This is an optimization exercise on Yosys and OpenROAD, whose aim is a short achievable clock period and few clock cycles, not a production implementation.
Function was checked by simulation only, so behaviour that the tests miss may differ from the original.
No activity file was given, so power comes from the tool's default toggle rates.

==> design/flow/design.v <==
module ycpu_core (
    input  wire        clk,
    input  wire        rst,           
    output reg         bus_req,
    output reg         bus_we,
    output reg  [1:0]  bus_sel,       
    output reg  [14:0] bus_addr,
    output reg  [7:0]  bus_wdata,
    input  wire        bus_ack,
    input  wire        bus_err,
    input  wire [7:0]  bus_rdata,
    output wire        halted,
    output wire        fault,
    output wire [7:0]  pc_out
);
    localparam [3:0] OP_NOP = 4'd0,  OP_AND = 4'd1,  OP_OR  = 4'd2,  OP_NOT = 4'd3,
                     OP_ADD = 4'd4,  OP_SUB = 4'd5,  OP_MUL = 4'd6,  OP_DIV = 4'd7,
                     OP_SHL = 4'd8,  OP_SHR = 4'd9,  OP_ROL = 4'd10, OP_ROR = 4'd11,
                     OP_CPY = 4'd12, OP_CEQ = 4'd13, OP_CGT = 4'd14, OP_CLT = 4'd15;
    localparam [1:0] SEL_IMEM = 2'd0, SEL_DMEM = 2'd1, SEL_DEV = 2'd2;
    localparam [8:0] Q_F0 = 9'b100000000, Q_F1 = 9'b010000000, Q_F2 = 9'b001000000,
                     Q_L1 = 9'b000100000, Q_L2 = 9'b000010000, Q_EX = 9'b000001000,
                     Q_ST = 9'b000000100, Q_FX = 9'b000000010, Q_FN = 9'b000000001,
                     Q_NONE = 9'b000000000;
    reg [8:0] st;
    wire st_f0 = st[8], st_f1 = st[7], st_f2 = st[6], st_l1 = st[5],
         st_l2 = st[4], st_ex = st[3], st_st = st[2], st_fx = st[1], st_fn = st[0];
    reg [7:0] pc;         
    reg [7:0] ibank;
    reg [7:0] dbank;
    reg [7:0] ir;         
    reg [7:0] a1, a2;     
    reg [7:0] b1, b2;     
    reg       err;
    reg       halted_r;
    reg       fault_r;
    reg [1:0] dcnt;       
    reg       ex_first;   
    reg       ex_dset;    
    reg       ex_dpos;    
    reg [1:0] dj;         
    reg [7:0] damag;      
    reg [7:0] drem;       
    reg [7:0] dnum;       
    reg [7:0] dden;       
    reg [7:0] dquo;       
    reg       dneg;       
    wire [3:0] op = ir[3:0];
    wire       h  = ir[7];
    wire       s1 = ir[5];
    wire       s2 = ir[4];
    wire op_nop   = (op == OP_NOP);
    wire op_bin   = (op == OP_AND) || (op == OP_OR) || (op == OP_ADD) || (op == OP_SUB);
    wire op_cmp   = (op == OP_CEQ) || (op == OP_CGT) || (op == OP_CLT);
    wire op_unary = (op == OP_NOT) || (op == OP_SHL) || (op == OP_SHR) ||
                    (op == OP_ROL) || (op == OP_ROR);
    wire op_cpy   = (op == OP_CPY);
    wire op_mul   = (op == OP_MUL);
    wire op_div   = (op == OP_DIV);
    function [10:0] add10;
        input [9:0] a, b;
        input       cin;
        reg   [9:0] g, p, gg, pp, gn, pn;
        integer     i, k;
        begin
            g = a & b;
            p = a ^ b;
            gg = g;
            pp = p;
            gg[0] = g[0] | (p[0] & cin);
            for (k = 1; k < 10; k = k * 2) begin
                gn = gg;
                pn = pp;
                for (i = k; i < 10; i = i + 1) begin
                    gn[i] = gg[i] | (pp[i] & gg[i - k]);
                    pn[i] = pp[i] & pp[i - k];
                end
                gg = gn;
                pp = pn;
            end
            add10 = {gg[9], p ^ {gg[8:0], cin}};
        end
    endfunction
    function [7:0] add8;      
        input [7:0] a, b;
        reg   [10:0] t;
        begin
            t = add10({2'b00, a}, {2'b00, b}, 1'b0);
            add8 = t[7:0];
        end
    endfunction
    function [7:0] sub8;      
        input [7:0] a, b;
        reg   [10:0] t;
        begin
            t = add10({2'b00, a}, {2'b11, ~b}, 1'b1);
            sub8 = t[7:0];
        end
    endfunction
    function [7:0] neg8;      
        input [7:0] a;
        begin
            neg8 = sub8(8'd0, a);
        end
    endfunction
    function uge9;            
        input [8:0] a, b;
        reg   [10:0] t;
        begin
            t = add10({1'b0, a}, {1'b0, ~b}, 1'b1);
            uge9 = t[9];
        end
    endfunction
    function is_core;         
        input [7:0] a;
        begin
            is_core = (a == 8'd0) || (a == 8'd192) || (a == 8'd193);
        end
    endfunction
    function [17:0] route;
        input [7:0] a;
        input [7:0] ib;
        input [7:0] db;
        reg   [5:0] slot;
        begin
            slot = sub8({2'b00, a[5:0]}, 8'd2);     
            if (!a[7])
                route = {a[6:0] != 7'd0, SEL_IMEM, ib, a[6:0]};
            else if (!a[6])
                route = {1'b1, SEL_DMEM, db, 1'b0, a[5:0]};
            else
                route = {a[5:1] != 5'd0, SEL_DEV, 9'd0, slot};
        end
    endfunction
    function [7:0] int_val;
        input [7:0] a;
        input [7:0] pcv, ib, db;
        begin
            if (a[7]) int_val = a[0] ? db : ib;
            else      int_val = pcv;
        end
    endfunction
    wire [17:0] r_a1 = route(a1, ibank, dbank);
    wire [17:0] r_a2 = route(a2, ibank, dbank);
    wire [17:0] r_rd = route(bus_rdata, ibank, dbank);
    wire        a1_core = is_core(a1);
    wire        a2_core = is_core(a2);
    wire [7:0]  ival1 = int_val(a1, pc, ibank, dbank);
    wire [7:0]  ival2 = int_val(a2, pc, ibank, dbank);
    wire [7:0] pc1 = add8(pc, 8'd1);
    wire [7:0] pc2 = add8(pc, 8'd2);
    wire [7:0] pc3 = add8(pc, 8'd3);
    wire [7:0] pc6 = add8(pc, 8'd6);
    wire       f3  = pc >= 8'd123 && pc <= 8'd252;       
    wire       f6  = pc >= 8'd120 && pc <= 8'd249;       
    wire       dev  = bus_req & bus_sel[1];
    wire       fail = dev & bus_err;
    wire [7:0] yr   = bus_req ? bus_rdata : st_l1 ? ival1 : ival2;
    wire [7:0] y    = fail ? 8'h00 : yr;
    function [7:0] unary;
        input [3:0] o;
        input [7:0] x;
        begin
            case (o)
                OP_NOT:  unary = ~x;
                OP_SHL:  unary = {x[6:0], 1'b0};
                OP_SHR:  unary = {1'b0, x[7:1]};
                OP_ROL:  unary = {x[6:0], x[7]};
                OP_ROR:  unary = {x[0], x[7:1]};
                default: unary = x;
            endcase
        end
    endfunction
    function [7:0] binop;
        input [3:0] o;
        input [7:0] x, z;
        begin
            case (o)
                OP_AND:  binop = x & z;
                OP_OR:   binop = x | z;
                OP_ADD:  binop = add8(x, z);
                default: binop = sub8(x, z);
            endcase
        end
    endfunction
    function skipf;           
        input [3:0] o;
        input       sx, sz;
        input [7:0] x, z;
        reg [8:0] vx, vz;     
        begin
            vx = {!(sx & x[7]), x};
            vz = {!(sz & z[7]), z};
            case (o)
                OP_CEQ:  skipf = (vx != vz);
                OP_CGT:  skipf = uge9(vz, vx);
                default: skipf = uge9(vx, vz);
            endcase
        end
    endfunction
    wire [7:0] un_l1   = unary(op, yr);      
    wire [7:0] bin_ex  = binop(op, b1, b2);
    wire       skip_ex = skipf(op, s1, s2, b1, b2);
    wire       n1   = s1 & b1[7];
    wire       n2   = s2 & b2[7];
    wire       qneg = n1 ^ n2;
    wire [7:0] amag = n1 ? neg8(b1) : b1;
    wire [7:0] bmag = n2 ? neg8(b2) : b2;
    wire [7:0]  t1   = n2 ? b2 : ~b2;
    wire [10:0] q0s  = add10({2'b00, amag}, {2'b00, t1}, ~n2);
    wire        q0   = !q0s[8];                           
    wire [8:0]  t2   = n2 ? {b2, 1'b0} : {~b2, 1'b1};
    wire [10:0] q1s  = add10({2'b00, amag}, {1'b0, t2}, ~n2);
    wire        dfast = !q1s[9];                          
    wire [7:0] dfast_res = q0 ? 8'h00 : (qneg ? 8'hFF : 8'h01);
    function [9:0] dstep2;    
        input [7:0] r;
        input       u1, u0;
        input [7:0] d;
        reg   [10:0] t;
        reg          qa, qb;
        reg   [7:0]  ra;
        begin
            t  = add10({1'b0, r, u1}, {2'b11, ~d}, 1'b1);
            qa = !t[9];
            ra = qa ? t[7:0] : {r[6:0], u1};
            t  = add10({1'b0, ra, u0}, {2'b11, ~d}, 1'b1);
            qb = !t[9];
            dstep2 = {qa, qb, qb ? t[7:0] : {ra[6:0], u0}};
        end
    endfunction
    wire       ge6 = uge9({7'd0, damag[7:6]}, {1'b0, dden});
    wire       ge4 = uge9({5'd0, damag[7:4]}, {1'b0, dden});
    wire       ge2 = uge9({3'd0, damag[7:2]}, {1'b0, dden});
    wire [9:0] s_j0 = dstep2({2'b00, damag[7:2]}, damag[1], damag[0], dden);
    wire [9:0] s_j1 = dstep2({4'b0000, damag[7:4]}, damag[3], damag[2], dden);
    wire [9:0] s_j2 = dstep2({6'b000000, damag[7:6]}, damag[5], damag[4], dden);
    wire [9:0] s_j3 = dstep2(8'd0, damag[7], damag[6], dden);
    wire [1:0] j0   = ge6 ? 2'd3 : ge4 ? 2'd2 : ge2 ? 2'd1 : 2'd0;
    wire [9:0] s_0  = (dj == 2'd3) ? s_j3 : (dj == 2'd2) ? s_j2 : (dj == 2'd1) ? s_j1 : s_j0;
    wire [7:0] nrest = (dj == 2'd3) ? {damag[5:0], 2'b00} :
                       (dj == 2'd2) ? {damag[3:0], 4'b0000} : {damag[1:0], 6'b000000};
    wire [7:0] q_first = {6'd0, s_0[9:8]};
    wire [7:0] r_first = dneg ? neg8(q_first) : q_first;
    wire [9:0] s_n   = dstep2(drem, dnum[7], dnum[6], dden);
    wire [7:0] q_next = {dquo[5:0], s_n[9:8]};
    wire [7:0] r_next = dneg ? neg8(q_next) : q_next;
    wire [7:0] pp0 = b2[0] ? b1        : 8'd0;
    wire [7:0] pp1 = b2[1] ? {b1[6:0], 1'b0} : 8'd0;
    wire [7:0] pp2 = b2[2] ? {b1[5:0], 2'b0} : 8'd0;
    wire [7:0] pp3 = b2[3] ? {b1[4:0], 3'b0} : 8'd0;
    wire [7:0] pp4 = b2[4] ? {b1[3:0], 4'b0} : 8'd0;
    wire [7:0] pp5 = b2[5] ? {b1[2:0], 5'b0} : 8'd0;
    wire [7:0] pp6 = b2[6] ? {b1[1:0], 6'b0} : 8'd0;
    wire [7:0] pp7 = b2[7] ? {b1[0], 7'b0}   : 8'd0;
    wire [7:0] mul_res = add8(add8(add8(pp0, pp1), add8(pp2, pp3)),
                              add8(add8(pp4, pp5), add8(pp6, pp7)));
    wire [7:0] wpc3 = add8(bus_wdata, 8'd3);
    wire       wf3  = (bus_wdata >= 8'd123) && (bus_wdata <= 8'd252);
    reg [8:0]  n_st;
    reg        n_req, n_we;
    reg [1:0]  n_sel;
    reg [14:0] n_addr;
    reg [7:0]  n_wdata;
    reg [7:0]  n_pc, n_ibank, n_dbank, n_ir, n_a1, n_a2, n_b1, n_b2;
    reg        n_err, n_halted, n_fault;
    reg [1:0]  n_dcnt;
    reg        n_ex_first, n_ex_dset, n_ex_dpos;
    reg [1:0]  n_dj;
    reg [7:0]  n_drem, n_dnum, n_dden, n_dquo, n_damag;
    reg        n_dneg;
    task finish;
        input       halt_i;       
        input [7:0] pc_halt;      
        input [7:0] npc;          
        input       nf;           
        input [7:0] ib_new;       
        begin
            n_we     = 1'b0;
            n_sel    = SEL_IMEM;
            n_addr   = {ib_new, npc[6:0]};
            n_pc     = halt_i ? pc_halt : npc;
            n_req    = !halt_i && !nf;
            n_halted = halt_i;
            n_fault  = !halt_i && nf;
            n_st     = (halt_i || nf) ? Q_NONE : Q_F0;
        end
    endtask
    always @(*) begin
        n_st = st; n_req = bus_req; n_we = bus_we; n_sel = bus_sel; n_addr = bus_addr;
        n_wdata = bus_wdata; n_pc = pc; n_ibank = ibank; n_dbank = dbank; n_ir = ir;
        n_a1 = a1; n_a2 = a2; n_b1 = b1; n_b2 = b2; n_err = err; n_halted = halted_r;
        n_fault = fault_r; n_dcnt = dcnt; n_ex_first = ex_first; n_ex_dset = ex_dset; n_ex_dpos = ex_dpos; n_dj = dj;
        n_drem = drem; n_dnum = dnum; n_dden = dden; n_dquo = dquo; n_dneg = dneg;
        n_damag = damag;
        if (st_f0) begin
            n_addr = {ibank, pc1[6:0]};
            n_st   = Q_F1;
        end
        if (st_f1) begin
            n_addr = {ibank, pc2[6:0]};
            n_st   = Q_F2;
        end
        if (st_f2) begin
            n_err = 1'b0;
            n_b1  = ival1;
            n_ex_first = 1'b1;
            if (op_nop) begin
                finish(1'b0, pc, pc3, f3, ibank);
            end else if (!a1_core) begin
                {n_req, n_sel, n_addr} = r_a1;
                n_st = Q_L1;
            end else if (op_unary) begin
                n_req   = 1'b0;
                n_wdata = unary(op, ival1);
                n_st    = Q_ST;
            end else begin
                n_req = 1'b0;
                n_st  = Q_L1;
            end
        end
        if (st_l1) begin
            n_b2 = ival2;
            n_ex_first = 1'b1;
            if (op_cpy) begin
                {n_req, n_sel, n_addr} = r_a2;
                n_we = 1'b1;
                n_st = Q_ST;
            end else if (op_unary) begin
                n_we = 1'b1;
                n_st = Q_ST;
            end else if (a2_core) begin
                n_req = 1'b0;
                n_st  = Q_EX;
            end else begin
                {n_req, n_sel, n_addr} = r_a2;
                n_st = Q_L2;
            end
        end
        if (st_l2) begin
            n_ex_first = 1'b1;
            n_req = 1'b0;
            n_st  = Q_EX;
        end
        if (st_ex) begin
            n_ex_first = 1'b0;
            n_ex_dset  = 1'b0;
            if (ex_first) begin
                n_ex_dpos = 1'b0;
                if (op_cmp) begin
                    finish(h & err, pc, skip_ex ? pc6 : pc3, skip_ex ? f6 : f3, ibank);
                end else if (op_div && b2 == 8'd0) begin
                    finish(h, pc, pc3, f3, ibank);
                end else if (op_div && !dfast) begin
                    n_ex_dset = 1'b1;
                    n_damag   = amag;
                    n_dden    = bmag;
                    n_dneg    = qneg;
                end else begin
                    {n_req, n_sel, n_addr} = r_a1;
                    n_we    = 1'b1;
                    n_wdata = op_bin ? bin_ex : op_mul ? mul_res : dfast_res;
                    n_st    = Q_ST;
                end
            end else if (ex_dset) begin
                n_dj      = j0;
                n_ex_dpos = 1'b1;
            end else if (ex_dpos) begin
                n_ex_dpos = 1'b0;
                n_dcnt = dj;
                n_drem = s_0[7:0];
                n_dnum = nrest;
                n_dquo = q_first;
                if (dj == 2'd0) begin
                    {n_req, n_sel, n_addr} = r_a1;
                    n_we    = 1'b1;
                    n_wdata = r_first;
                    n_st    = Q_ST;
                end
            end else begin
                n_dcnt = dcnt - 2'd1;
                n_drem = s_n[7:0];
                n_dnum = {dnum[5:0], 2'b00};
                n_dquo = q_next;
                if (dcnt == 2'd1) begin
                    {n_req, n_sel, n_addr} = r_a1;
                    n_we    = 1'b1;
                    n_wdata = r_next;
                    n_st    = Q_ST;
                end
            end
        end
        if (st_st && !bus_req) begin
            case (op_cpy ? a2 : a1)
                8'd0: begin
                    n_pc = bus_wdata;
                    finish(h & err, bus_wdata, wpc3, wf3, ibank);
                end
                8'd192: begin
                    n_ibank = bus_wdata;
                    finish(h & err, pc, pc3, f3, bus_wdata);
                end
                default: begin
                    n_dbank = bus_wdata;
                    finish(h & err, pc, pc3, f3, ibank);
                end
            endcase
        end
        if (st_fx) begin
            {n_req, n_sel, n_addr} = op_cpy ? r_a2 : r_a1;
            n_we    = 1'b1;
            n_wdata = op_cpy ? 8'h00 : unary(op, 8'h00);
            n_st    = Q_ST;
        end
        if (st_fn) begin
            finish(h & err, pc, pc3, f3, ibank);
        end
        if (st_st && bus_req) begin
            if (h) begin
                n_req = 1'b0;
                n_st  = Q_FN;
            end else begin
                finish(1'b0, pc, pc3, f3, ibank);
            end
        end
        if (st_f0) n_ir = bus_rdata;
        if (st_f1) n_a1 = bus_rdata;
        if (st_f2) begin
            n_a2 = bus_rdata;
        end
        if (st_l1) begin
            n_b1  = y;
            n_err = err | fail;
            if (op_cpy) begin
                n_wdata = yr;
                if (fail) begin
                    n_req = 1'b0;
                    n_st  = Q_FX;
                end
            end else if (op_unary) begin
                n_wdata = un_l1;
                if (fail) begin
                    n_req = 1'b0;
                    n_st  = Q_FX;
                end
            end
        end
        if (st_l2) begin
            n_b2  = y;
            n_err = err | fail;
        end
        if (st_st && bus_req) begin
            n_err = err | fail;
        end
    end
    wire adv = !bus_req || bus_ack;
    always @(posedge clk) begin
        if (rst) begin
            st        <= Q_F0;
            pc        <= 8'h00;
            ibank     <= 8'h00;
            dbank     <= 8'h00;
            err       <= 1'b0;
            halted_r  <= 1'b0;
            fault_r   <= 1'b0;
            bus_req   <= 1'b1;
            bus_we    <= 1'b0;
            bus_sel   <= SEL_IMEM;
            bus_addr  <= 15'd0;
            dcnt      <= 2'd0;
            ex_first  <= 1'b0;
            ex_dset   <= 1'b0;
            ex_dpos   <= 1'b0;
            bus_wdata <= 8'h00;
        end else if (adv) begin
            st        <= n_st;
            pc        <= n_pc;
            ibank     <= n_ibank;
            dbank     <= n_dbank;
            err       <= n_err;
            halted_r  <= n_halted;
            fault_r   <= n_fault;
            bus_req   <= n_req;
            bus_we    <= n_we;
            bus_sel   <= n_sel;
            bus_addr  <= n_addr;
            dcnt      <= n_dcnt;
            ex_first  <= n_ex_first;
            ex_dset   <= n_ex_dset;
            ex_dpos   <= n_ex_dpos;
            bus_wdata <= n_wdata;
        end
    end
    always @(posedge clk) begin
        if (adv) begin
            ir        <= n_ir;
            dj        <= n_dj;
            a1        <= n_a1;
            a2        <= n_a2;
            b1        <= n_b1;
            b2        <= n_b2;
            drem      <= n_drem;
            dnum      <= n_dnum;
            dden      <= n_dden;
            dquo      <= n_dquo;
            dneg      <= n_dneg;
            damag     <= n_damag;
        end
    end
    assign halted = halted_r;
    assign fault  = fault_r;
    assign pc_out = pc;
endmodule
==> design/flow/flow/run.sh <==
#!/bin/bash
# Standard ORFS layout with two changes to how it is made:
#  - synthesis leaves adders to ABC instead of mapping them to full-adder
#    cells first (ADDER_MAP_FILE empty), so they are timing-optimised like
#    the rest of the logic; registers are unchanged;
#  - timing repair aims well past the clock period (SETUP_SLACK_MARGIN 11.5),
#    so that the achieved period shrinks.
# Full tool output goes to the ORFS logs (orfs/logs/...) and to standard.log.
set -euo pipefail
bash standard.sh finish SETUP_SLACK_MARGIN=11.5 ADDER_MAP_FILE= > standard.log 2>&1
==> design/flow/standard.sh <==
#!/bin/bash
# synth_recipe.tcl (not shown) runs the flow's synth.tcl, then flattens the netlist and writes it again
# the make line also repeats each setting of config.mk as NAME=value (left out here)
make -C /OpenROAD-flow-scripts/flow DESIGN_CONFIG=/design/flow/config.mk WORK_HOME=/design/flow/orfs CLKGATE_MAP_FILE= SYNTH_SCRIPT=/design/flow/synth_recipe.tcl "${@:-finish}"
==> design/flow/config.mk <==
export PLATFORM = sky130hd
export DESIGN_NAME = ycpu_core
export DESIGN_NICKNAME = ycpu_core
export VERILOG_FILES = /design/flow/design.v
export SDC_FILE = /design/flow/constraint.sdc
export NUM_CORES = 4
export LEC_CHECK = 0
export CAP_MARGIN = 20
export CORE_MARGIN = 2
export CORE_UTILIZATION = 40
export SLEW_MARGIN = 20
==> design/flow/constraint.sdc <==
create_clock -name core_clock -period 15.0 [get_ports {clk}]
set_input_delay 3.0000 -clock core_clock [delete_from_list [all_inputs] [get_ports {clk}]]
set_output_delay 3.0000 -clock core_clock [all_outputs]
set_load 0.01 [all_outputs]
==> summary.txt, run 1 <==
status complete, no violations; xor/xnor cell area share of the yosys netlist 7.32%; HPWL Detailed 54100 um; Synth Flop Type edfxtp_1; Post-DRT Antenna Nets 0; global-route wire length before repair 132000 um; fmax 243 MHz; worst-margin pin slew 1.11 ns; Compound-Gate Fraction of Synth Area 33.5%; largest family of logic cells by synthesized area compound AO/OA/AOI/OAI gates; hold depth 1; Hold Buf Count CTS 0; commonest non-fill, non-tap cell in the layout buf_4; clk root buf clkbuf_16; gpl congestion around 0.99; worst vdd ir approximately 0.087 mV; Post-Synthesis Cell Area roughly 18000 sq um; Vias 22954; crit end category flop; Async SR Flop Fraction 0%; Slowest-stage cell, CP a222oi_1; commonest non-fill, non-tap cells in the layout 284 x buf_4, 264 x nor2_1, 255 x nand2_1; syn avg cell area 7.06 sq um; hold path endpoint dcnt[0]$_SDFFE_PP0P_; Max Cap Violations 0; WS Path Type flop to flop; largest net degree at the start of global routing 38; final worst slack ~11 ns; CTS H-tree lvls 4; # rows 77; power per cell area 46.8 nW/um^2; Detailed Route WL 89300 um; R2R depth 14; Mapped Cells roughly 2500; sequential share of the synthesized area approximately a fifth; clock insertion delay at the later pin of the skew report between 0.4 and 0.5 ns; DRC Markers 0; layout cells sized above 1 31.4%; CTS buffer count 17; Hold/Removal Path Class flop to flop; reg2reg start b2[7]$_DFFE_PP_; number of buffers added on ports 48; worst reg2reg path endpoint bus_wdata[4]$_SDFFE_PP0N_; CTS clk-pin slew, worst paths 0.07 ns; Worst EP arrival 4.45 ns; Fillers 3923; Hold Path Origin dcnt[0]$_SDFFE_PP0P_; vias per std cell 6.77; die area 46500 sq um; post-place setup slack 9.70 ns; Worst Skew ~0.017 ns; yosys warns 1; total clock sinks ~150; Worst slew margin between 20% and 30%; CP required 15.33 ns; vias in the first global route 21309; core footprint 44200 sq um; EDFF count, synth 78; nets@finish roughly 2800; Synthesized Nets 2550; Adder-Cell Fraction of Synth Area about 1.9%; Leak 9.36 nW; TritonRoute pass-1 iters 9; crit start category flop; worst-path cell chain buf_4, nand2_1, a21oi_1, o31a_1, a211o_1, maj3_1, o221ai_1, a32oi_1, o21ai_1, o21ai_0, a222oi_1, o21ai_0, a2111oi_2, nor4_1; WHS 0.533 ns; synthesized flop and latch total 146; CTS Buffer Depth 2; Fin. Hold Viols 0; initial antenna violation count 1; Syn-to-layout area delta 41.3%; Starting Density between 40 and 50%; GRT Util Overall 36.6%; Ports ~50; Worst R2R Setup Slack 10.88 ns; setup violators final 0; RSZ-0062 raised after global routing yes; simple-gate share of the synthesized area roughly a quarter; CTS tree yes; Design Power 1.18 mW; Die Wd 216 um; grt ovf 0; mux share of post-synthesis cell area under 10%; Unique masters post-synth 98; final worst-path cycle share 27.5%; Final TNS setup 0 ns; fin crit period 4.12 ns; routed len/inst approximately 26 um; pins over their slew limit 0; Die H between 200 and 250 um; Worst path most repeated cell o21ai_0; initial DRC count between 3000 and 4000; delay of the slowest critical-path stage approximately 0.58 ns; worst-path fanout max 12
## registers in the layout, summed over array words and instances, names as in the netlist, 7 cells and up
register and cells:
bus_addr 15, b1 8, bus_wdata 8, dden 8, ir 7, dbank 8
a2 8, a1 8, st 9, pc 8, drem 8, b2 8
ibank 8, damag 8
## synth_stat cells, types with 14 or more instances
master | instances | area (sq um)
xor2_1 | 42 | 368
mux2i_1 | 88 | 881
or2_2 | 16 | 100
clkbuf_1 | 187 | 702
dfxtp_1 | 68 | 1360
nand2b_1 | 50 | 313
edfxtp_1 | 78 | 2340
nand2_1 | 271 | 1020
inv_1 | 50 | 188
a21oi_1 | 191 | 956
a221oi_1 | 30 | 263
maj3_1 | 32 | 320
o22ai_1 | 39 | 244
buf_1 | 25 | 93.8
o221ai_1 | 20 | 175
a22oi_1 | 30 | 225
or3_1 | 16 | 100
a31oi_1 | 26 | 163
nand3b_1 | 17 | 128
o211ai_1 | 41 | 308
and3_1 | 19 | 119
a211oi_1 | 40 | 300
o21a_1 | 15 | 113
nor2_1 | 299 | 1120
a21o_1 | 14 | 105
o31ai_1 | 19 | 143
mux2_2 | 26 | 293
xnor2_1 | 105 | 920
nor2b_1 | 43 | 269
a222oi_1 | 19 | 190
nand3_1 | 55 | 275
nor3_1 | 68 | 340
o21ai_0 | 214 | 1070
nor4_1 | 17 | 106
## how the worst max path moves through the flow
stage	from	cells after the start	slack [ns]	to
4_1_cts	bus_rdata[1]	8	10.94	bus_wdata[0]$_SDFFE_PP0N_
3_3_place_gp	bus_ack	7	9.75	bus_addr[10]$_SDFFE_PP0N_
6_report	b2[7]$_DFFE_PP_	14	10.88	bus_wdata[4]$_SDFFE_PP0N_
5_1_grt	dden[6]$_DFFE_PP_	18	10.80	drem[0]$_DFFE_PP_
2_1_floorplan	bus_rdata[2]	8	10.78	bus_wdata[3]$_SDFFE_PP0N_
3_5_place_dp	bus_ack	7	9.70	bus_addr[10]$_SDFFE_PP0N_
## worst max-delay path, delay by kind of cell, from the launching register on
kind	cells	cell delay, ns
buf+inv	1	0.19
flops	1	0.45
fa+ha+maj	1	0.34
simple gates	2	0.46
compound gates	10	2.55
## stage by stage
step / utilization [%] / cells / cell area (sq um)
after detailed placement: 43.6 / 3015 / 19300
after floorplan: - / 2538 / 18600
after global placement: 43.6 / 3015 / 19300
after global routing: 57.2 / 3388 / 25300
after CTS: 54.1 / 3306 / 23900
final: 57.2 / 3389 / 25300
## logic make-up (layout without fill, tap and decap cells)
| kind of cell | after synthesis | in the layout |
|---|---|---|
| AOI/OAI and AO/OA | 886 | 886 |
| xor gates and xnor gates | 148 | 148 |
| adders and majority gates | 34 | 34 |
| buffers and inverters | 290 | 541 |
| DFF | 146 | 146 |
| muxes | 114 | 114 |
| other | 0 | 1 |
| and+or+nand+nor | 920 | 927 |
## layer usage
layer  part of all wire [%]  GRT usage, %  wire, um
met4                    8.0          24.6      7170
met2                     44          57.8     39600
met1                     37          44.9     32700
met5                      0             0         0
met3                     11          7.91      9880
## where the power goes
group / internal, mW / switching [mW]
logic: 0.127 / 0.166
clock network: 0.268 / 0.182
registers: 0.428 / 0.0144
total: 0.822 / 0.362
## timing repair
| item | 4_1_cts | 5_1_grt |
|---|---|---|
| gates cloned | 23 | 2 |
| pin swaps | 149 | 130 |
| setup buffers | 236 | 80 |
| endpoints found under the setup margin | 208 | 199 |
| resized for setup | 614 | 171 |
## layout make-up
cell class | count | area, sq um | share of cell area [%]
Antenna cell | 1 | 2.50 | 0.00989
Clock inverter | 8 | 98.8 | 0.391
Multi-Input combinational cell | 2109 | 15300 | 60.3
Inverter | 64 | 270 | 1.07
Sequential cell | 146 | 3790 | 15.0
Clock buffer | 24 | 503 | 1.99
Tap cell | 592 | 741 | 2.93
Timing Repair Buffer | 445 | 4630 | 18.3
Testbench counts, summed over its fixed seeds: cycles 47,593.
==> inputs of run 2 (changes only) <==
--- a/design/flow/design.v
+++ b/design/flow/design.v
@@ -1,10 +1,10 @@
 module ycpu_core (
     input  wire        clk,
     input  wire        rst,           
-    output reg         bus_req,
+    output wire        bus_req,
     output reg         bus_we,
     output reg  [1:0]  bus_sel,       
-    output reg  [14:0] bus_addr,
+    output wire [14:0] bus_addr,
     output reg  [7:0]  bus_wdata,
     input  wire        bus_ack,
     input  wire        bus_err,
@@ -18,13 +18,12 @@
                      OP_SHL = 4'd8,  OP_SHR = 4'd9,  OP_ROL = 4'd10, OP_ROR = 4'd11,
                      OP_CPY = 4'd12, OP_CEQ = 4'd13, OP_CGT = 4'd14, OP_CLT = 4'd15;
     localparam [1:0] SEL_IMEM = 2'd0, SEL_DMEM = 2'd1, SEL_DEV = 2'd2;
-    localparam [8:0] Q_F0 = 9'b100000000, Q_F1 = 9'b010000000, Q_F2 = 9'b001000000,
-                     Q_L1 = 9'b000100000, Q_L2 = 9'b000010000, Q_EX = 9'b000001000,
-                     Q_ST = 9'b000000100, Q_FX = 9'b000000010, Q_FN = 9'b000000001,
-                     Q_NONE = 9'b000000000;
-    reg [8:0] st;
-    wire st_f0 = st[8], st_f1 = st[7], st_f2 = st[6], st_l1 = st[5],
-         st_l2 = st[4], st_ex = st[3], st_st = st[2], st_fx = st[1], st_fn = st[0];
+    localparam [6:0] Q_F0 = 7'b1000000, Q_F1 = 7'b0100000, Q_F2 = 7'b0010000,
+                     Q_L1 = 7'b0001000, Q_L2 = 7'b0000100, Q_EX = 7'b0000010,
+                     Q_ST = 7'b0000001, Q_NONE = 7'b0000000;
+    reg [6:0] st;
+    wire st_f0 = st[6], st_f1 = st[5], st_f2 = st[4], st_l1 = st[3],
+         st_l2 = st[2], st_ex = st[1], st_st = st[0];
     reg [7:0] pc;         
     reg [7:0] ibank;
     reg [7:0] dbank;
@@ -32,13 +31,17 @@
     reg [7:0] a1, a2;     
     reg [7:0] b1, b2;     
     reg       err;
+    reg        req_r;
+    reg [14:0] addr_r;
+    reg        use_alt;   
+    reg        req_alt;   
+    reg [6:0]  alt_lo;    
+    reg        adv3;      
     reg       halted_r;
     reg       fault_r;
     reg [1:0] dcnt;       
     reg       ex_first;   
     reg       ex_dset;    
-    reg       ex_dpos;    
-    reg [1:0] dj;         
     reg [7:0] damag;      
     reg [7:0] drem;       
     reg [7:0] dnum;       
@@ -153,9 +156,16 @@
     wire [7:0] pc6 = add8(pc, 8'd6);
     wire       f3  = pc >= 8'd123 && pc <= 8'd252;       
     wire       f6  = pc >= 8'd120 && pc <= 8'd249;       
-    wire       dev  = bus_req & bus_sel[1];
+    wire [7:0] pc4 = add8(pc, 8'd4);
+    wire [7:0] pc7 = add8(pc, 8'd7);
+    wire [7:0] pc_f0  = adv3 ? (use_alt ? pc6 : pc3) : pc;
+    wire [7:0] pc1_f0 = adv3 ? (use_alt ? pc7 : pc4) : pc1;
+    wire       skip_l2 = fail ? skipf(op, s1, s2, b1, 8'h00) : skipf(op, s1, s2, b1, yr);
+    assign bus_req  = use_alt ? req_alt : req_r;
+    assign bus_addr = {addr_r[14:7], use_alt ? alt_lo : addr_r[6:0]};
+    wire       dev  = req_r & bus_sel[1];
     wire       fail = dev & bus_err;
-    wire [7:0] yr   = bus_req ? bus_rdata : st_l1 ? ival1 : ival2;
+    wire [7:0] yr   = req_r ? bus_rdata : ival2;
     wire [7:0] y    = fail ? 8'h00 : yr;
     function [7:0] unary;
         input [3:0] o;
@@ -198,7 +208,7 @@
             endcase
         end
     endfunction
-    wire [7:0] un_l1   = unary(op, yr);      
+    wire [7:0] un_l1   = fail ? unary(op, 8'h00) : unary(op, yr);
     wire [7:0] bin_ex  = binop(op, b1, b2);
     wire       skip_ex = skipf(op, s1, s2, b1, b2);
     wire       n1   = s1 & b1[7];
@@ -236,10 +246,10 @@
     wire [9:0] s_j1 = dstep2({4'b0000, damag[7:4]}, damag[3], damag[2], dden);
     wire [9:0] s_j2 = dstep2({6'b000000, damag[7:6]}, damag[5], damag[4], dden);
     wire [9:0] s_j3 = dstep2(8'd0, damag[7], damag[6], dden);
+    wire [9:0] s_0  = ge6 ? s_j3 : ge4 ? s_j2 : ge2 ? s_j1 : s_j0;
     wire [1:0] j0   = ge6 ? 2'd3 : ge4 ? 2'd2 : ge2 ? 2'd1 : 2'd0;
-    wire [9:0] s_0  = (dj == 2'd3) ? s_j3 : (dj == 2'd2) ? s_j2 : (dj == 2'd1) ? s_j1 : s_j0;
-    wire [7:0] nrest = (dj == 2'd3) ? {damag[5:0], 2'b00} :
-                       (dj == 2'd2) ? {damag[3:0], 4'b0000} : {damag[1:0], 6'b000000};
+    wire [7:0] nrest = ge6 ? {damag[5:0], 2'b00} : ge4 ? {damag[3:0], 4'b0000} :
+                       {damag[1:0], 6'b000000};
     wire [7:0] q_first = {6'd0, s_0[9:8]};
     wire [7:0] r_first = dneg ? neg8(q_first) : q_first;
     wire [9:0] s_n   = dstep2(drem, dnum[7], dnum[6], dden);
@@ -257,16 +267,16 @@
                               add8(add8(pp4, pp5), add8(pp6, pp7)));
     wire [7:0] wpc3 = add8(bus_wdata, 8'd3);
     wire       wf3  = (bus_wdata >= 8'd123) && (bus_wdata <= 8'd252);
-    reg [8:0]  n_st;
-    reg        n_req, n_we;
+    reg [6:0]  n_st;
+    reg        n_req, n_we, n_use_alt, n_req_alt, n_adv3;
+    reg [6:0]  n_alt_lo;
     reg [1:0]  n_sel;
     reg [14:0] n_addr;
     reg [7:0]  n_wdata;
     reg [7:0]  n_pc, n_ibank, n_dbank, n_ir, n_a1, n_a2, n_b1, n_b2;
     reg        n_err, n_halted, n_fault;
     reg [1:0]  n_dcnt;
-    reg        n_ex_first, n_ex_dset, n_ex_dpos;
-    reg [1:0]  n_dj;
+    reg        n_ex_first, n_ex_dset;
     reg [7:0]  n_drem, n_dnum, n_dden, n_dquo, n_damag;
     reg        n_dneg;
     task finish;
@@ -287,15 +297,24 @@
         end
     endtask
     always @(*) begin
-        n_st = st; n_req = bus_req; n_we = bus_we; n_sel = bus_sel; n_addr = bus_addr;
+        n_st = st; n_req = req_r; n_we = bus_we; n_sel = bus_sel; n_addr = addr_r;
+        n_use_alt = 1'b0; n_req_alt = 1'b0; n_adv3 = 1'b0; n_alt_lo = alt_lo;
         n_wdata = bus_wdata; n_pc = pc; n_ibank = ibank; n_dbank = dbank; n_ir = ir;
         n_a1 = a1; n_a2 = a2; n_b1 = b1; n_b2 = b2; n_err = err; n_halted = halted_r;
-        n_fault = fault_r; n_dcnt = dcnt; n_ex_first = ex_first; n_ex_dset = ex_dset; n_ex_dpos = ex_dpos; n_dj = dj;
+        n_fault = fault_r; n_dcnt = dcnt; n_ex_first = ex_first; n_ex_dset = ex_dset;
         n_drem = drem; n_dnum = dnum; n_dden = dden; n_dquo = dquo; n_dneg = dneg;
         n_damag = damag;
         if (st_f0) begin
-            n_addr = {ibank, pc1[6:0]};
-            n_st   = Q_F1;
+            n_pc = pc_f0;
+            if (bus_req) begin
+                n_req  = 1'b1;
+                n_addr = {ibank, pc1_f0[6:0]};
+                n_st   = Q_F1;
+            end else begin
+                n_req   = 1'b0;
+                n_fault = 1'b1;
+                n_st    = Q_NONE;
+            end
         end
         if (st_f1) begin
             n_addr = {ibank, pc2[6:0]};
@@ -314,9 +333,12 @@
                 n_req   = 1'b0;
                 n_wdata = unary(op, ival1);
                 n_st    = Q_ST;
+            end else if (op_cpy) begin
+                n_we    = 1'b1;
+                n_wdata = ival1;
+                n_st    = Q_ST;
             end else begin
-                n_req = 1'b0;
-                n_st  = Q_L1;
+                n_st = Q_L2;
             end
         end
         if (st_l1) begin
@@ -346,7 +368,6 @@
             n_ex_first = 1'b0;
             n_ex_dset  = 1'b0;
             if (ex_first) begin
-                n_ex_dpos = 1'b0;
                 if (op_cmp) begin
                     finish(h & err, pc, skip_ex ? pc6 : pc3, skip_ex ? f6 : f3, ibank);
                 end else if (op_div && b2 == 8'd0) begin
@@ -363,15 +384,11 @@
                     n_st    = Q_ST;
                 end
             end else if (ex_dset) begin
-                n_dj      = j0;
-                n_ex_dpos = 1'b1;
-            end else if (ex_dpos) begin
-                n_ex_dpos = 1'b0;
-                n_dcnt = dj;
+                n_dcnt = j0;
                 n_drem = s_0[7:0];
                 n_dnum = nrest;
                 n_dquo = q_first;
-                if (dj == 2'd0) begin
+                if (j0 == 2'd0) begin
                     {n_req, n_sel, n_addr} = r_a1;
                     n_we    = 1'b1;
                     n_wdata = r_first;
@@ -390,7 +407,7 @@
                 end
             end
         end
-        if (st_st && !bus_req) begin
+        if (st_st && !req_r) begin
             case (op_cpy ? a2 : a1)
                 8'd0: begin
                     n_pc = bus_wdata;
@@ -406,54 +423,48 @@
                 end
             endcase
         end
-        if (st_fx) begin
-            {n_req, n_sel, n_addr} = op_cpy ? r_a2 : r_a1;
-            n_we    = 1'b1;
-            n_wdata = op_cpy ? 8'h00 : unary(op, 8'h00);
-            n_st    = Q_ST;
-        end
-        if (st_fn) begin
-            finish(h & err, pc, pc3, f3, ibank);
-        end
-        if (st_st && bus_req) begin
-            if (h) begin
-                n_req = 1'b0;
-                n_st  = Q_FN;
-            end else begin
-                finish(1'b0, pc, pc3, f3, ibank);
-            end
-        end
         if (st_f0) n_ir = bus_rdata;
         if (st_f1) n_a1 = bus_rdata;
         if (st_f2) begin
             n_a2 = bus_rdata;
+            if (!op_nop && a1_core && !op_unary)
+                {n_req, n_sel, n_addr} = r_rd;
         end
         if (st_l1) begin
             n_b1  = y;
             n_err = err | fail;
             if (op_cpy) begin
-                n_wdata = yr;
-                if (fail) begin
-                    n_req = 1'b0;
-                    n_st  = Q_FX;
-                end
+                n_wdata = y;
             end else if (op_unary) begin
                 n_wdata = un_l1;
-                if (fail) begin
-                    n_req = 1'b0;
-                    n_st  = Q_FX;
-                end
             end
         end
         if (st_l2) begin
             n_b2  = y;
             n_err = err | fail;
+            if (op_cmp) begin
+                n_we      = 1'b0;
+                n_sel     = SEL_IMEM;
+                n_addr    = {ibank, pc3[6:0]};
+                n_alt_lo  = pc6[6:0];
+                n_adv3    = 1'b1;
+                n_use_alt = skip_l2;
+                if (h & (err | fail)) begin
+                    n_req    = 1'b0;
+                    n_halted = 1'b1;
+                    n_st     = Q_NONE;
+                end else begin
+                    n_req     = !f3;
+                    n_req_alt = !f6;
+                    n_st      = Q_F0;
+                end
+            end
         end
-        if (st_st && bus_req) begin
-            n_err = err | fail;
+        if (st_st && req_r) begin
+            finish(h & (err | fail), pc, pc3, f3, ibank);
         end
     end
-    wire adv = !bus_req || bus_ack;
+    wire adv = !bus_req || bus_ack;      
     always @(posedge clk) begin
         if (rst) begin
             st        <= Q_F0;
@@ -463,15 +474,17 @@
             err       <= 1'b0;
             halted_r  <= 1'b0;
             fault_r   <= 1'b0;
-            bus_req   <= 1'b1;
+            req_r     <= 1'b1;
             bus_we    <= 1'b0;
             bus_sel   <= SEL_IMEM;
-            bus_addr  <= 15'd0;
+            addr_r    <= 15'd0;
+            use_alt   <= 1'b0;
+            req_alt   <= 1'b0;
+            adv3      <= 1'b0;
+            bus_wdata <= 8'h00;
             dcnt      <= 2'd0;
             ex_first  <= 1'b0;
             ex_dset   <= 1'b0;
-            ex_dpos   <= 1'b0;
-            bus_wdata <= 8'h00;
         end else if (adv) begin
             st        <= n_st;
             pc        <= n_pc;
@@ -480,21 +493,23 @@
             err       <= n_err;
             halted_r  <= n_halted;
             fault_r   <= n_fault;
-            bus_req   <= n_req;
+            req_r     <= n_req;
             bus_we    <= n_we;
             bus_sel   <= n_sel;
-            bus_addr  <= n_addr;
+            addr_r    <= n_addr;
+            use_alt   <= n_use_alt;
+            req_alt   <= n_req_alt;
+            adv3      <= n_adv3;
+            bus_wdata <= n_wdata;
             dcnt      <= n_dcnt;
             ex_first  <= n_ex_first;
             ex_dset   <= n_ex_dset;
-            ex_dpos   <= n_ex_dpos;
-            bus_wdata <= n_wdata;
         end
     end
     always @(posedge clk) begin
         if (adv) begin
             ir        <= n_ir;
-            dj        <= n_dj;
+            alt_lo    <= n_alt_lo;
             a1        <= n_a1;
             a2        <= n_a2;
             b1        <= n_b1;
==> run 2 against run 1 <==
Against the previous run:
- critical path depth decreased by 10
- utilization decreased by 0.89 points
- via count decreased by 0.16%
- routed wire length decreased by 2.2%
- combinational power increased by 38%
- sequential share of layout area increased by 0.75 points
- worst setup slack got worse by 0.43 ns
- critical path type is now flop to output port
- largest cell class unchanged
==> summary.txt, run 2 <==
status complete, no violations (unchanged); area leader, netlist edfxtp_1 (unchanged); commonest non-fill, non-tap cells in the layout 282 x nand2_1, 264 x nor2_1, 225 x buf_4 (was 284 x buf_4, 264 x nor2_1, 255 x nand2_1); EDFF count, synth 83 (was 78); vias in the first global route 21341 (was 21309); RSZ-0062 raised after global routing yes (unchanged); Biggest register addr_r (was bus_addr); WHS 0.511 ns (was 0.533 ns); crit start category flop (unchanged); Post-Synthesis Cell Area 18000 sq um (was 17900 sq um); Die Wd 216 um (about the same); Synth Flop Type edfxtp_1 (unchanged); setup violators final 0 (unchanged); GRT Util Overall 36.0% (was 36.6%); Hold Path Origin dcnt[1]$_SDFFE_PP0P_ (was dcnt[0]$_SDFFE_PP0P_); grt ovf 0 (unchanged); Fin. Hold Viols 0 (unchanged); crit path buf inv count 3 (was 1); CTS clk-pin slew, worst paths 0.08 ns (was 0.07 ns); die area 46800 sq um (was 46500 sq um); worst-path fanout max 7 (was 12); cell depth of the worst setup path 4 (was 14); Mapped Cells 2599 (was 2538); Leak 8.84 nW (was 9.36 nW); initial antenna violation count 1 (unchanged); Worst EP arrival 1.55 ns (was 4.45 ns); Synthesized Nets 2611 (was 2550); crit end category output port (was flop); Worst Skew 0.0162 ns (was 0.0175 ns); # rows 77 (unchanged); WS Path Type flop to output port (was flop to flop); Post-DRT Antenna Nets 0 (unchanged); global-route wire length before repair 130000 um (was 132000 um); nets@finish 2797 (was 2795); fin crit period 4.55 ns (was 4.12 ns); Hold Buf Count CTS 0 (unchanged); number of buffers added on ports 48 (unchanged); Final TNS setup 0 ns (unchanged); Slowest-stage cell, CP dfxtp_2 (was a222oi_1); vias per std cell 6.76 (was 6.77); Unique masters post-synth 94 (was 98); CTS H-tree lvls 4 (unchanged); yosys warns 1 (unchanged); worst vdd ir 0.0641 mV (was 0.0866 mV); crit path launch use_alt$_SDFFE_PP0N_ (was b2[7]$_DFFE_PP_); worst-path cell chain buf_12, buf_8, mux2_4, buf_6 (was buf_4, nand2_1, a21oi_1, o31a_1, a211o_1, maj3_1, o221ai_1, a32oi_1, o21ai_1, o21ai_0, a222oi_1, o21ai_0, a2111oi_2, nor4_1); CP required 12.00 ns (was 15.33 ns); CTS Buffer Depth 2 (unchanged); power per cell area 52.7 nW/um^2 (was 46.8 nW/um^2); layout cells sized above 1 29.4% (was 31.4%); Worst R2R Setup Slack 10.87 ns (was 10.88 ns); delay of the slowest critical-path stage 0.34 ns (was 0.58 ns); largest net degree at the start of global routing 69 (was 38); Detailed Route WL 87300 um (was 89300 um); Commonest cells post-synth 304 x nand2_1, 287 x nor2_1, 228 x o21ai_0 (was 299 x nor2_1, 271 x nand2_1, 214 x o21ai_0); pins over their slew limit 0 (unchanged); post-synth top area share 13.8% (was 13.1%); fmax 220 MHz (was 243 MHz); syn avg cell area 6.93 sq um (was 7.06 sq um); CTS buffer count 17 (unchanged); Async SR Flop Fraction 0% (unchanged); Hold/Removal Path Class flop to flop (unchanged); most frequent cell after synthesis nand2_1 (was nor2_1); clk root buf clkbuf_16 (unchanged); CP top delay family buffers and inverters (was compound AO/OA/AOI/OAI gates); Vias 22918 (was 22954); reg2reg start dden[2]$_DFFE_PP_ (was b2[7]$_DFFE_PP_); Syn-to-layout area delta 38.5% (was 41.3%); TritonRoute pass-1 iters 7 (was 9); HPWL Detailed 53900 um (was 54100 um); commonest non-fill, non-tap cell in the layout nand2_1 (was buf_4); Design Power 1.32 mW (was 1.18 mW); core footprint 44300 sq um (was 44200 sq um); synthesized flop and latch total 151 (was 146); worst-margin pin slew 1.13 ns (was 1.11 ns); hold depth 2 (was 1); worst reg2reg path endpoint bus_wdata[1]$_SDFFE_PP0N_ (was bus_wdata[4]$_SDFFE_PP0N_); total clock sinks 151 (was 146); gpl congestion 0.983 (was 0.990); routed len/inst 25.7 um (was 26.4 um); Worst slew margin 24.2% (was 25.2%); sequential share of the synthesized area 21.4% (was 20.7%); Max Cap Violations 0 (unchanged); DRC Markers 0 (unchanged); Ports 49 (unchanged); clock insertion delay at the later pin of the skew report 0.50 ns (was 0.46 ns); Starting Density 40.7% (was 40.5%); initial DRC count 3138 (was 3444); max reg flops 15 (unchanged); Die H 216 um (about the same); CTS tree yes (unchanged); final worst-path cycle share 30.3% (was 27.5%); largest cells by area after synthesis edfxtp_1 14%, dfxtp_1 7.6%, o21ai_0 6.3% (was edfxtp_1 13%, dfxtp_1 7.6%, nor2_1 6.3%); R2R depth 16 (was 14); hold path endpoint dcnt[1]$_SDFFE_PP0P_ (was dcnt[0]$_SDFFE_PP0P_)
## run 2: cell types whose count changed after synthesis, moves of 18 or more
cell / previous run / this run
nand2_1: 271 / 304
a31oi_1: 26 / 48
mux2i_1: 88 / 67
a21oi_1: 191 / 209
and2_1: 9 / 27
## run 2: layout make-up
type,instances,area [sq um]
Timing Repair Buffer,400,4260
Clock inverter,15,161
Timing Repair inverter,1,5.00
Fill cell,4015,19400
Multi-Input combinational cell,2159,15200
Sequential cell,151,3930
Tap cell,592,741
Inverter,55,246
Antenna cell,1,2.50
Clock buffer,17,425
## run 2: worst max path at each step
stage                                 to
6_report                     bus_addr[5]
5_1_grt                      bus_addr[5]
4_1_cts                      bus_addr[5]
3_5_place_dp        use_alt$_SDFFE_PP0N_
3_3_place_gp   bus_wdata[5]$_SDFFE_PP0N_
2_1_floorplan       use_alt$_SDFFE_PP0N_
## run 2: layer usage
metal | part of all wire (%) | up-vias | GRT usage [%]
li1 | - | 10073 | -
met5 | 0 | - | 0
met4 | 7.8 | 0 | 23.6
met3 | 10 | 436 | 7.20
met2 | 44 | 1581 | 56.5
met1 | 38 | 10828 | 44.8
## run 2: logic make-up after synthesis
family | count (synthesis) | synth area share [%]
and+or+nand+nor | 979 | 25.1
DFF | 151 | 21.4
muxes | 85 | 4.85
buffers and inverters | 296 | 6.53
xor gates and xnor gates | 145 | 7.12
AOI/OAI and AO/OA | 914 | 33.4
adders and majority gates | 29 | 1.62
## run 2: where the power goes
| group | total, mW | switching [mW] | internal (mW) |
|---|---|---|---|
| clock | 0.446 | 0.224 | 0.222 |
| combinational | 0.403 | 0.236 | 0.167 |
| sequential | 0.467 | 0.0197 | 0.448 |
| total | 1.32 | 0.480 | 0.836 |
## run 2: tightest hold or removal path, cell delays in order, from the launching register on
cell     delay (ns)
dfxtp_1        0.34
nand2_1        0.07
a21oi_1        0.05
## run 2: per-stage QoR
stage	instance area [sq um]	util (%)	setup slack, ns	std cells
CTS	23700	53.5	10.45	3323
floorplan	18700	-	10.27	2599
detailed placement	19200	43.2	8.97	3054
finish	25000	56.3	10.45	3391
global placement	19200	43.2	9.06	3054
global route	25000	56.3	10.44	3390
## run 2: timing repair
item                       4_1_cts  5_1_grt
setup buffers                  216       66
resized for setup              674      147
pin swaps                      159      113
gates cloned                    21        1
setup endpoints to repair      220      211
Testbench counts of run 2, summed over its fixed seeds: cycles 45,372.

==> static timing again, ports no longer ideal <==
The flow's constraints put no driver on any port. The routed layouts listed below were extracted and timed again, unchanged, in two steps. Step 1 assumes that a clkbuf_16 drives the clock port and a buf_2 every other input. Step 2 adds t to the input delays and takes it off the output delays; t is the mean of the earliest and latest rising clock arrival at the registers after step 1. Input paths then give back, and output paths get back, about the clock's delay inside the block. Slacks: ideal ports / drivers / drivers and shift; pairs: ideal ports / drivers.
| run | shift t [ns] | slack for setup (ns) | worst setup path at the end |
|---|---|---|---|
| run 1 | 0.506 | 10.879 / 10.879 / 10.454 | input to register |
| run 2 | 0.559 | 10.451 / 10.387 / 9.875 | input to register |
After both steps every run listed still meets setup and hold. The setup slack of run 2, which loses most, moves by -0.064 ns with the drivers and by -0.576 ns with both steps.
